This design comes from an exercise in tuning for small area on the open sky130 flow, not from production work.
Function was checked by simulation only, so behaviour that the tests miss may differ from the original.
No driver is modelled on the clock port, so clock power and skew are understated where the tree is cut down; a real chip needs a root buffer or a tree.
No activity file was given, so power comes from the tool's default toggle rates.

==> flow/design.v (excerpt) <==
module stepper_core (
    input  wire        clk,
    input  wire        rst,           
    input  wire [34:0] cfg,           
    input  wire        tick,          
    input  wire        cmd_valid,
    input  wire [35:0] cmd_word,      
    output wire        cmd_ready,
    output reg         done,
    output wire [31:0] done_result,
    output wire        write4,
    output wire [43:0] duty,          
    output wire [31:0] pin_id,
    output wire        cfg_out,
    output wire [7:0]  status         
);
Settings: LEC_CHECK=0, CAP_MARGIN=0, CORE_AREA=2.3 2.72 103.96 119.68, DIE_AREA=0 0 106.26 122.4, SLEW_MARGIN=0; clock period 20.0 ns.
standard.sh (not shown) runs the stock make flow with config.mk's settings and CLKGATE_MAP_FILE= SYNTH_SCRIPT=/design/flow/synth_recipe.tcl, a recipe that flattens the netlist after the stock synthesis.
==> flow/flow/run.sh <==
#!/bin/bash
set -o pipefail
export BUFFER_PORTS_ARGS="-buffer_cell sky130_fd_sc_hd__buf_1"
export MY_CLK_LEAVES=8 MY_CLK_ROOTS=2 MY_CLK_BIG_HPWL=70
export PRE_CTS_TCL="$(pwd)/flow/clock_tree.tcl"
bash standard.sh > standard.log 2>&1
Other scripts of this flow, unchanged in this note and not shown: flow/flow/clock_tree.tcl
Edit:
--- a/flow/design.v
+++ b/flow/design.v
@@ -66,26 +66,32 @@
     assign pin_id = pin_r;
     wire [5:0] step_v = {1'b0, stride};
     wire [5:0] next_i = dir ? (pos - step_v) : (pos + step_v);
     wire sweep_end = pos[5] & pos[4] & (pos[3] | ~m_ge1) & (pos[2] | ~m_ge2) &
                      (pos[1] | ~m_ge3) & (pos[0] | ~m_ge4);
     wire tmr_zero = ~(|tmr[30:4]) & (~tmr[3] | m_ge4) & (~tmr[2] | m_ge3) &
                     (~tmr[1] | m_ge2) & (~tmr[0] | m_ge1);
+    reg  [4:0] tph;
+    reg        tpend, tcy;
+    wire       tph0   = (tph == 5'b00001);
+    wire       tph_end = (tph == 5'b01101);    
+    wire       tcin   = tph0 ? tpend : tcy;
+    wire       tout   = tmr[10] ^ tcin;
     wire [4:0]  dec_bit = {m_ge4, m_ge3 & ~m_ge4, m_ge2 & ~m_ge3, m_ge1 & ~m_ge2, ~m_ge1};
-    wire [30:0] tmr_bw;    
+    wire [10:0] tmr_bw;    
     assign tmr_bw[0] = tick & dec_bit[0];
     genvar gt;
-    generate for (gt = 1; gt < 31; gt = gt + 1) begin : g_tb
+    generate for (gt = 1; gt < 11; gt = gt + 1) begin : g_tb
         if (gt < 5) begin : g_lo
             assign tmr_bw[gt] = (tick & dec_bit[gt]) | (tmr_bw[gt-1] & ~tmr[gt-1]);
         end else begin : g_hi
             assign tmr_bw[gt] = tmr_bw[gt-1] & ~tmr[gt-1];
         end
     end endgenerate
-    wire [30:0] tmr_dec = tmr[30:0] ^ tmr_bw;
+    wire [30:0] tmr_dec = {tout, tmr[30:11], tmr[9:0] ^ tmr_bw[9:0]};
     wire       rem_en  = waiting & tmr_zero & sweep_end;
     wire       rlo_wrap = rem_en & (rlo == {3{dir}});
     wire       rph0    = (rph == 5'b00001);
     wire       rph_end = (rph == 5'b01010);    
     wire       rcin    = rph0 ? rpend : rcy;
     wire       rout    = rhi[0] ^ rcin;
     wire       rterm   = dir ? (&rhi) : ~(|rhi);
@@ -100,14 +106,22 @@
     wire        accept = cmd_valid & idle;
     assign cmd_ready   = idle;
     assign cfg_out     = (rph == 5'b00000);
     assign done_result = tmr;
     assign write4      = phase[2] & phase[1];
     assign status      = {2'b00, phase[1] & ~phase[2], phase[0] & ~phase[2], 1'b0, halted, cfg_err, phase[2]};
     always @(posedge clk) begin
+        if (waiting & ~tmr_zero) begin
+            tph   <= tph_end ? 5'b00001 : {tph[3:0], tph[4] ^ tph[2]};
+            tpend <= tmr_bw[10] | (tpend & ~tph0);
+        end else begin
+            tph   <= 5'b00001;
+            tpend <= 1'b0;
+        end
+        tcy <= tcin & ~tmr[10];
         if (waiting & ~tmr_zero)
             tmr <= {1'b0, tmr_dec};
         else if (emit | (idle & (op == OP_GET_SPEED)))
             tmr <= speed;
         else
             tmr <= 32'd0;
         if (idle) dir <= arg[31];
Outcome: The changed run finished with timing, DRC and antenna clean; final area is lower by 1.0%; combinational power is lower by 31%; area after synthesis is lower by 0.86%; via count is lower by 0.90%; routed wire length is higher by 0.54%; sequential share of layout area is higher by 2.3 points; clock power is higher by about 7%; critical path depth is lower by 21; utilization is lower by 0.68 points; total power is lower by 6.4%; cell count is lower by 3.4%; setup slack gains 3500 ps.
In every run of this note, the design's own scripts or RTL, not TritonCTS, make the clock network.

[separate check: timing with driven ports]
How much do the figures lean on ideal ports? The routed layouts below were timed once more, with nothing changed but the port constraints.
Step 1 assumes that a clkbuf_16 drives the clock port and a buf_2 every other input.
Step 2 also shifts input and output timing later by t, the mid clock arrival at the registers, as if the neighbouring blocks saw the same clock.
Slacks: ideal / step 1 / step 2; pairs: ideal / step 1.
run | t (ns) | setup slack, ns | hold slack, ns | worst setup path at the end | cell pins on the clock port's net
the first run | 0.372 | 9.514 / 9.517 / 9.145 | 0.449 / 0.449 / 0.449 | input to register | 2
the second run | 0.369 | 12.984 / 13.000 / 12.630 | 0.427 / 0.427 / 0.427 | input to register | 2
After both steps every run listed still meets setup and hold. For the first run, which loses most, drivers alone change the setup slack by +0.003 ns; drivers and shift together by -0.369 ns.
